From an optimization exercise on the open Yosys and OpenROAD flow, aimed at small area, a short achievable clock period and few clock cycles; shortcuts taken in it are not production practice. Function was checked by simulation only, so behaviour that the tests miss may differ from the original.

==> run a <==
==> flow/design.v <==
module vld_core (
    input  wire        clk,
    input  wire        rst,           
    input  wire        load_start,    
    input  wire [15:0] load_len,
    input  wire        load_valid,    
    input  wire [31:0] load_data,     
    input  wire [7:0]  rd_mem_addr,
    output wire [7:0]  rd_mem_data,
    input  wire [2:0]  rd_reg_idx,
    output wire [31:0] rd_reg_data,
    output wire [1:0]  run_state,     
    output wire [2:0]  fault_kind,
    output wire [8:0]  fault_pc,
    output wire [31:0] fault_info
);
    localparam NG = 4;                
    localparam GB = 2;                
    localparam [5:0] OP_LOAD      = 6'd5;
    localparam [5:0] OP_LOADCONST = 6'd30;
    localparam [5:0] OP_STORE     = 6'd33;
    localparam [5:0] OP_ROR       = 6'd37;
    localparam [1:0] S_IDLE  = 2'd0;
    localparam [1:0] S_RUN   = 2'd1;
    localparam [1:0] S_HALT  = 2'd2;
    localparam [1:0] S_FAULT = 2'd3;
    genvar i;
    integer b;
    reg [1:0]  state;
    reg [15:0] len_q;          
    reg [6:0]  words;          
    reg [8:1]  pc_h;           
    wire [8:0] pc = {pc_h, 1'b0};
    reg [8:1]  fa_q;           
    reg [2:0]  fkind;
    reg [31:0] ir1;            
    reg [31:0] ir2;            
    reg        lc1_q;          
    reg        lc2_q;          
    reg        dual_q;         
    reg        ok2_q;          
    reg        ok4_q;          
    reg        fb_q;           
    reg [31:0] xc_q;           
    reg        end_q;          
    reg        trunc_q;        
    reg [2047:0] mem;          
    reg [255:0]  xr;           
    wire [8:0] code_size = len_q[8:0];
    wire [8:0] lbytes    = {words, 2'b00};                
    wire       loading   = (state == S_RUN) && (lbytes < code_size);
    wire       ld_we     = loading && load_valid;
    wire [8:0] lbytes_n  = ld_we ? lbytes + 9'd4 : lbytes;  
    wire       ld_final  = (lbytes_n >= code_size);
    wire       final_st  = state[1];
    wire       running   = (state == S_RUN);
    wire        l_first = lc1_q;                         
    wire [31:0] im = (dual_q && lc1_q) ? ir2 : ir1;      
    wire [31:0] il = lc1_q ? ir1 : ir2;                  
    wire [5:0]  opc   = im[5:0];
    wire [2:0]  fld_b = im[8:6];
    wire [16:0] imm   = im[25:9];
    wire [2:0]  l_b   = il[8:6];
    wire [16:0] l_imm = il[25:9];
    wire [2:0]  b_idx = final_st ? rd_reg_idx : fld_b;
    wire [31:0] x_bp  = xr[32*b_idx +: 32];
    assign rd_reg_data = x_bp;
    wire [31:0] x_b   = fb_q ? {15'd0, l_imm} : x_bp;
    wire        xc_big = |xc_q[31:8];
    wire [7:0]  xc8    = xc_q[7:0];
    wire [7:0]  d_addr  = final_st ? rd_mem_addr : xc8;
    wire [7:0]  d_rdata = mem[8*d_addr +: 8];
    assign rd_mem_data = d_rdata;
    wire [8:0]  rem = code_size - pc;
    wire        is_ld  = (opc == OP_LOAD);
    wire        is_lc  = (opc == OP_LOADCONST);
    wire        is_st  = (opc == OP_STORE);
    wire        is_ror = (opc == OP_ROR);
    wire        is_mem = is_ld | is_st | is_ror;
    wire        end_code = end_q;
    wire        trunc    = trunc_q && !dual_q;
    wire        unknown  = !is_lc && !is_mem;
    wire        oor      = is_mem && xc_big;
    wire        d_wait  = ({1'b0, xc8} < code_size) && ({1'b0, xc8} >= lbytes);
    wire        bus_hit = ld_we && (xc8[GB+2:3] == words[GB:1]) && (xc8[2] == words[0]);
    wire [7:0]  st_off  = xc8 - pc[7:0];
    wire        st_self = dual_q && !lc1_q && (st_off >= 8'd2) && (st_off <= 8'd5);
    wire [3:0]  blen = dual_q ? ((lc1_q && lc2_q) ? 4'd8 : 4'd6)
                              : (lc1_q ? 4'd4 : 4'd2);
    reg m_go, l_go, split, go_halt, go_fault, fault_l;
    always @(*) begin
        m_go     = 1'b0;
        l_go     = 1'b0;
        split    = 1'b0;
        go_halt  = 1'b0;
        go_fault = 1'b0;
        fault_l  = 1'b0;
        if (running) begin
            if (end_code)
                go_halt = ld_final;
            else if (!ok2_q)
                ;
            else if (!dual_q) begin
                if (trunc || unknown || oor)
                    go_fault = ld_final;
                else if (is_lc)
                    m_go = ok4_q;
                else
                    m_go = !d_wait && !(is_st && bus_hit);
            end else begin
                if (oor) begin
                    go_fault = ld_final;
                    l_go     = ld_final && l_first;
                    fault_l  = l_first;
                end else if (!is_mem || (!d_wait && !(is_st && bus_hit))) begin
                    m_go  = 1'b1;
                    split = is_st && st_self;
                    l_go  = !split;
                end
            end
            if (m_go && !split && ld_final && ({5'd0, rem} < {1'b0, blen} + 10'd2))
                go_halt = 1'b1;
        end
    end
    wire st_we = m_go && is_st;
    wire mw_we = m_go && !is_st;
    wire advance = m_go;
    wire [4:0]  rot_amt = d_rdata[4:0];
    wire [63:0] rot_dbl = {x_b, x_b} >> rot_amt;
    wire [31:0] rot_res = rot_dbl[31:0];
    wire [31:0] wb = is_lc ? {15'd0, imm} :
                     is_ld ? {24'd0, d_rdata} : rot_res;
    wire       refetch = !ok2_q || (!dual_q && lc1_q && !ok4_q);
    wire [8:0] npc = {fa_q, 1'b0};
    wire [7:0] st_data = x_b[7:0];
    wire [7:0] st_rel  = xc8 - npc[7:0];
    wire       st_hz   = st_we && (st_rel < 8'd8);
    reg [7:0] bank_q [0:7];
    reg [4:0] f_row [0:7];
    always @(*) begin
        for (b = 0; b < 8; b = b + 1) begin
            f_row[b] = npc[7:3] + ((b < npc[2:0]) ? 5'd1 : 5'd0);
            bank_q[b] = mem[8*{f_row[b], b[2:0]} +: 8];
            if (ld_we && f_row[b] == words[5:1] && (b / 4) == words[0])
                bank_q[b] = load_data[8*(b % 4) +: 8];
        end
    end
    wire [63:0]  fetch_w = {bank_q[7], bank_q[6], bank_q[5], bank_q[4],
                            bank_q[3], bank_q[2], bank_q[1], bank_q[0]};
    wire [127:0] fetch_d = {fetch_w, fetch_w} >> {npc[2:0], 3'b000};
    wire [31:0] n1   = fetch_d[31:0];
    wire        nlc1 = (n1[5:0] == OP_LOADCONST);
    wire [31:0] n2   = nlc1 ? fetch_d[63:32] : fetch_d[47:16];
    wire        nlc2 = (n2[5:0] == OP_LOADCONST);
    wire        nmem1 = (n1[5:0] == OP_LOAD) || (n1[5:0] == OP_STORE) || (n1[5:0] == OP_ROR);
    wire        nmem2 = (n2[5:0] == OP_LOAD) || (n2[5:0] == OP_STORE) || (n2[5:0] == OP_ROR);
    wire        pairable = (nlc1 && (nlc2 || nmem2)) || (nmem1 && nlc2);
    wire [8:0] lim  = (lbytes_n < code_size) ? lbytes_n : code_size;
    wire [9:0] room = {1'b0, lim} - {1'b0, npc};
    wire       r2 = !room[9] && (room >= 10'd2);
    wire       r4 = !room[9] && (room >= 10'd4);
    wire       r6 = !room[9] && (room >= 10'd6);
    wire       r8 = !room[9] && (room >= 10'd8);
    wire       ndual = pairable && ((nlc1 && nlc2) ? r8 : r6);
    wire       nvalid = r2 && !(nlc1 && !ndual && !r4);
    wire [3:0] nblen  = ndual ? ((nlc1 && nlc2) ? 4'd8 : 4'd6) : (nlc1 ? 4'd4 : 4'd2);
    wire [8:0] fa_n   = nvalid ? npc + {5'd0, nblen} : npc;
    wire [8:0] nrem   = code_size - npc;
    wire       nend   = (nrem < 9'd2);
    wire       ntrunc = nlc1 && (nrem < 9'd4);
    wire [2:0]  nc   = nlc1 ? n2[11:9] : n1[11:9];
    wire        c_own = nlc1 && (n1[8:6] == nc);
    wire        c_m   = mw_we && (fld_b == nc);
    wire        c_l   = l_go && (l_b == nc);
    wire [31:0] xc_n = c_own ? {15'd0, n1[25:9]} :
                       (c_l && (!c_m || !l_first)) ? {15'd0, l_imm} :
                       c_m ? wb : xr[32*nc +: 32];
    wire        nfb  = nlc1 && (n1[8:6] == n2[8:6]);
    assign run_state  = state;
    assign fault_kind = (state == S_FAULT) ? fkind : 3'd0;
    assign fault_pc   = (state == S_FAULT) ? pc : 9'd0;
    assign fault_info = (state != S_FAULT) ? 32'd0 :
                        (fkind == 3'd3) ? xc_q :
                        (fkind == 3'd4) ? {16'd0, len_q} :
                        (fkind == 3'd1) ? {23'd0, rem} : {26'd0, opc};
    always @(posedge clk) begin
        if (rst) begin
            state <= S_IDLE;
        end else if (load_start) begin
            len_q  <= load_len;
            words  <= 7'd0;
            pc_h   <= 8'd0;
            fa_q   <= 8'd0;
            ok2_q  <= 1'b0;
            ok4_q  <= 1'b0;
            dual_q <= 1'b0;
            lc1_q  <= 1'b0;
            end_q  <= (load_len[8:0] < 9'd2);
            if (load_len > 16'd256) begin
                state <= S_FAULT;
                fkind <= 3'd4;
            end else begin
                state <= S_RUN;
            end
        end else begin
            if (ld_we)
                words <= words + 7'd1;
            if (go_halt)
                state <= S_HALT;
            if (go_fault) begin
                state <= S_FAULT;
                fkind <= trunc ? 3'd1 : unknown ? 3'd2 : 3'd3;
                if (fault_l)
                    pc_h <= pc_h + 8'd2;
            end else if (split) begin
                pc_h  <= pc_h + 8'd1;
                fa_q  <= pc_h + 8'd1;
                ok2_q <= 1'b0;
                end_q <= (rem < 9'd4);
            end else if (running && advance && st_hz) begin
                pc_h  <= fa_q;
                ok2_q <= 1'b0;
                end_q <= nend;
            end else if (running && (advance || refetch)) begin
                pc_h   <= fa_q;
                fa_q   <= fa_n[8:1];
                ir1    <= n1;
                ir2    <= n2;
                lc1_q  <= nlc1;
                lc2_q  <= nlc2;
                dual_q <= ndual;
                ok2_q  <= r2;
                ok4_q  <= r4;
                fb_q   <= nfb;
                xc_q   <= xc_n;
                end_q  <= nend;
                trunc_q <= ntrunc;
            end
        end
    end
    wire [31:0] l_bus = load_start ? 32'd0 : {15'd0, l_imm};
    generate
        for (i = 0; i < 8; i = i + 1) begin : g_x
            wire hm = mw_we && (fld_b == i);
            wire hl = l_go && (l_b == i);
            always @(posedge clk) begin
                if (load_start || hm || hl)
                    xr[32*i +: 32] <= (hm && !load_start && (!hl || l_first)) ? wb : l_bus;
            end
        end
    endgenerate
    wire [7:0] st_bus = load_start ? 8'd0 : st_data;
    wire [3:0] lane_ok;
    genvar k;
    generate
        for (k = 0; k < 4; k = k + 1) begin : g_lane
            assign lane_ok[k] = ({words, k[1:0]} < {1'b0, code_size});
        end
        for (i = 0; i < 256; i = i + 1) begin : g_mem
            localparam [4:0] ROW = i / 8;
            localparam       BK  = i % 8;
            wire ld_hit = ld_we && (words[0] == BK / 4);
            wire ld_grp = ld_hit && (words[GB:1] == ROW[GB-1:0]);
            wire [7:0] bus = ld_grp ? load_data[8*(BK % 4) +: 8] : st_bus;
            wire en = load_start ||
                      (ld_hit && words[5:1] == ROW && lane_ok[BK % 4]) ||
                      (st_we && xc8 == i);
            always @(posedge clk) begin
                if (en)
                    mem[8*i +: 8] <= bus;
            end
        end
    endgenerate
endmodule
==> flow/run.sh <==
#!/bin/bash
# synth_recipe.tcl (not shown) runs the flow's synth.tcl, then flattens the netlist and writes it again
# the make line also repeats each setting of config.mk as NAME=value (left out here)
make -C /OpenROAD-flow-scripts/flow DESIGN_CONFIG=/design/flow/config.mk WORK_HOME=/design/flow/orfs CLKGATE_MAP_FILE= SYNTH_SCRIPT=/design/flow/synth_recipe.tcl finish
==> flow/config.mk <==
export PLATFORM = sky130hd
export DESIGN_NAME = vld_core
export DESIGN_NICKNAME = vld_core
export VERILOG_FILES = /design/flow/design.v
export SDC_FILE = /design/flow/constraint.sdc
export NUM_CORES = 4
export LEC_CHECK = 0
export CAP_MARGIN = 20
export CORE_MARGIN = 2
export CORE_UTILIZATION = 35
export PLACE_DENSITY = 0.5
export SETUP_SLACK_MARGIN = 2.5
export SLEW_MARGIN = 20
==> flow/constraint.sdc <==
create_clock -name core_clock -period 10.0 [get_ports {clk}]
set_input_delay 2.0000 -clock core_clock [delete_from_list [all_inputs] [get_ports {clk}]]
set_output_delay 2.0000 -clock core_clock [all_outputs]
set_load 0.01 [all_outputs]
==> inputs of run b, as changes to run a <==
--- a/flow/design.v
+++ b/flow/design.v
@@ -29,21 +29,16 @@
     reg [1:0]  state;
     reg [15:0] len_q;          
     reg [6:0]  words;          
-    reg [8:1]  pc_h;           
-    wire [8:0] pc = {pc_h, 1'b0};
-    reg [8:1]  fa_q;           
+    reg [8:0]  pc;
     reg [2:0]  fkind;
     reg [31:0] ir1;            
     reg [31:0] ir2;            
     reg        lc1_q;          
-    reg        lc2_q;          
     reg        dual_q;         
     reg        ok2_q;          
     reg        ok4_q;          
     reg        fb_q;           
     reg [31:0] xc_q;           
-    reg        end_q;          
-    reg        trunc_q;        
     reg [2047:0] mem;          
     reg [255:0]  xr;           
     wire [8:0] code_size = len_q[8:0];
@@ -77,15 +72,15 @@
     wire        is_st  = (opc == OP_STORE);
     wire        is_ror = (opc == OP_ROR);
     wire        is_mem = is_ld | is_st | is_ror;
-    wire        end_code = end_q;
-    wire        trunc    = trunc_q && !dual_q;
+    wire        end_code = (rem < 9'd2);
+    wire        trunc    = is_lc && (rem < 9'd4);
     wire        unknown  = !is_lc && !is_mem;
     wire        oor      = is_mem && xc_big;
     wire        d_wait  = ({1'b0, xc8} < code_size) && ({1'b0, xc8} >= lbytes);
     wire        bus_hit = ld_we && (xc8[GB+2:3] == words[GB:1]) && (xc8[2] == words[0]);
     wire [7:0]  st_off  = xc8 - pc[7:0];
     wire        st_self = dual_q && !lc1_q && (st_off >= 8'd2) && (st_off <= 8'd5);
-    wire [3:0]  blen = dual_q ? ((lc1_q && lc2_q) ? 4'd8 : 4'd6)
+    wire [3:0]  blen = dual_q ? ((lc1_q && ir2[5:0] == OP_LOADCONST) ? 4'd8 : 4'd6)
                               : (lc1_q ? 4'd4 : 4'd2);
     reg m_go, l_go, split, go_halt, go_fault, fault_l;
     always @(*) begin
@@ -131,10 +126,9 @@
     wire [31:0] wb = is_lc ? {15'd0, imm} :
                      is_ld ? {24'd0, d_rdata} : rot_res;
     wire       refetch = !ok2_q || (!dual_q && lc1_q && !ok4_q);
-    wire [8:0] npc = {fa_q, 1'b0};
+    wire [8:0] npc = refetch ? pc : pc + {5'd0, blen};
     wire [7:0] st_data = x_b[7:0];
-    wire [7:0] st_rel  = xc8 - npc[7:0];
-    wire       st_hz   = st_we && (st_rel < 8'd8);
+    wire       st_fwd  = is_st && ok2_q && running;
     reg [7:0] bank_q [0:7];
     reg [4:0] f_row [0:7];
     always @(*) begin
@@ -143,6 +137,8 @@
             bank_q[b] = mem[8*{f_row[b], b[2:0]} +: 8];
             if (ld_we && f_row[b] == words[5:1] && (b / 4) == words[0])
                 bank_q[b] = load_data[8*(b % 4) +: 8];
+            else if (st_fwd && xc8 == {f_row[b], b[2:0]})
+                bank_q[b] = st_data;
         end
     end
     wire [63:0]  fetch_w = {bank_q[7], bank_q[6], bank_q[5], bank_q[4],
@@ -162,12 +158,6 @@
     wire       r6 = !room[9] && (room >= 10'd6);
     wire       r8 = !room[9] && (room >= 10'd8);
     wire       ndual = pairable && ((nlc1 && nlc2) ? r8 : r6);
-    wire       nvalid = r2 && !(nlc1 && !ndual && !r4);
-    wire [3:0] nblen  = ndual ? ((nlc1 && nlc2) ? 4'd8 : 4'd6) : (nlc1 ? 4'd4 : 4'd2);
-    wire [8:0] fa_n   = nvalid ? npc + {5'd0, nblen} : npc;
-    wire [8:0] nrem   = code_size - npc;
-    wire       nend   = (nrem < 9'd2);
-    wire       ntrunc = nlc1 && (nrem < 9'd4);
     wire [2:0]  nc   = nlc1 ? n2[11:9] : n1[11:9];
     wire        c_own = nlc1 && (n1[8:6] == nc);
     wire        c_m   = mw_we && (fld_b == nc);
@@ -189,13 +179,11 @@
         end else if (load_start) begin
             len_q  <= load_len;
             words  <= 7'd0;
-            pc_h   <= 8'd0;
-            fa_q   <= 8'd0;
+            pc     <= 9'd0;
             ok2_q  <= 1'b0;
             ok4_q  <= 1'b0;
             dual_q <= 1'b0;
             lc1_q  <= 1'b0;
-            end_q  <= (load_len[8:0] < 9'd2);
             if (load_len > 16'd256) begin
                 state <= S_FAULT;
                 fkind <= 3'd4;
@@ -211,30 +199,20 @@
                 state <= S_FAULT;
                 fkind <= trunc ? 3'd1 : unknown ? 3'd2 : 3'd3;
                 if (fault_l)
-                    pc_h <= pc_h + 8'd2;
+                    pc <= pc + 9'd4;
             end else if (split) begin
-                pc_h  <= pc_h + 8'd1;
-                fa_q  <= pc_h + 8'd1;
+                pc    <= pc + 9'd2;
                 ok2_q <= 1'b0;
-                end_q <= (rem < 9'd4);
-            end else if (running && advance && st_hz) begin
-                pc_h  <= fa_q;
-                ok2_q <= 1'b0;
-                end_q <= nend;
             end else if (running && (advance || refetch)) begin
-                pc_h   <= fa_q;
-                fa_q   <= fa_n[8:1];
+                pc     <= npc;
                 ir1    <= n1;
                 ir2    <= n2;
                 lc1_q  <= nlc1;
-                lc2_q  <= nlc2;
                 dual_q <= ndual;
                 ok2_q  <= r2;
                 ok4_q  <= r4;
                 fb_q   <= nfb;
                 xc_q   <= xc_n;
-                end_q  <= nend;
-                trunc_q <= ntrunc;
             end
         end
     end
CORE_UTILIZATION = 30   (was 35)
PLACE_DENSITY = 0.45   (was 0.5)
SETUP_SLACK_MARGIN = default   (was 2.5)
==> run summary <==
- At the end of the flow, the number of nets in the layout was 10602.
- The run did not pass the layout checks because of setup timing.
- The largest clock skew in the final design is 0.08056 ns.
- In the post-route analysis, the smallest setup slack over all paths is -0.06835 ns.
- Tap insertion was completed with 5757 tapcells.
- The largest fanout on the critical path is 119.
- The final-report setup violation count is 9.
- The run finished, with violations left.
That was run b.
==> run summary <==
- The design received a total of between 5000 and 6000 well taps at floorplan.
- Of all nets on the critical path, the largest fanout is 49.
- The largest clock skew in the final design is 0.09781 ns.
- The worst path meets setup with 2.237 ns of slack.
- The run finished with no timing, DRC or antenna violations.
- For this run, the total global-route usage over all layers was measured as 0.4636.
- The post-synthesis mux area share is 0.1657.
- The biggest area contributor in the post-synthesis netlist is sky130_fd_sc_hd__edfxtp_1.
- The source of the worst register-to-register timing path is fa_q[2].
- In this run, synthesis produced a sequential element count of 2440.
- The final-report setup violation count is 0.
- The net count of the finished layout is 12030.
That was run a.
Testbench counts of run a, summed over its fixed seeds: cycles 18,088.
Testbench counts of run b, summed over its fixed seeds: cycles 18,081.

==> what the ideal ports hide <==
No port has a modelled driver above. Below, the same layouts with a new extraction and two added sets of constraints. Step 1, drivers: a clkbuf_16 drives clk and a buf_2 each remaining input, both assumed. Step 2 times the ports against the registers' clock, not the clock port: input delays grow and output delays shrink by t, the midpoint of the rising clock arrivals with the driver on. Three values: no drivers, after step 1, after step 2; two values: the first two.
run | shift t [ns] | slack for setup (ns) | worst setup path at the end | pins driven straight from the clock port
run a | 1.120 | 2.237 / 2.216 / 1.556 | input to register | 1
run b | 1.087 | -0.068 / -0.068 / -0.068 | register to register | 1
For run a, which loses most, drivers alone change the setup slack by -0.021 ns; drivers and shift together by -0.681 ns.
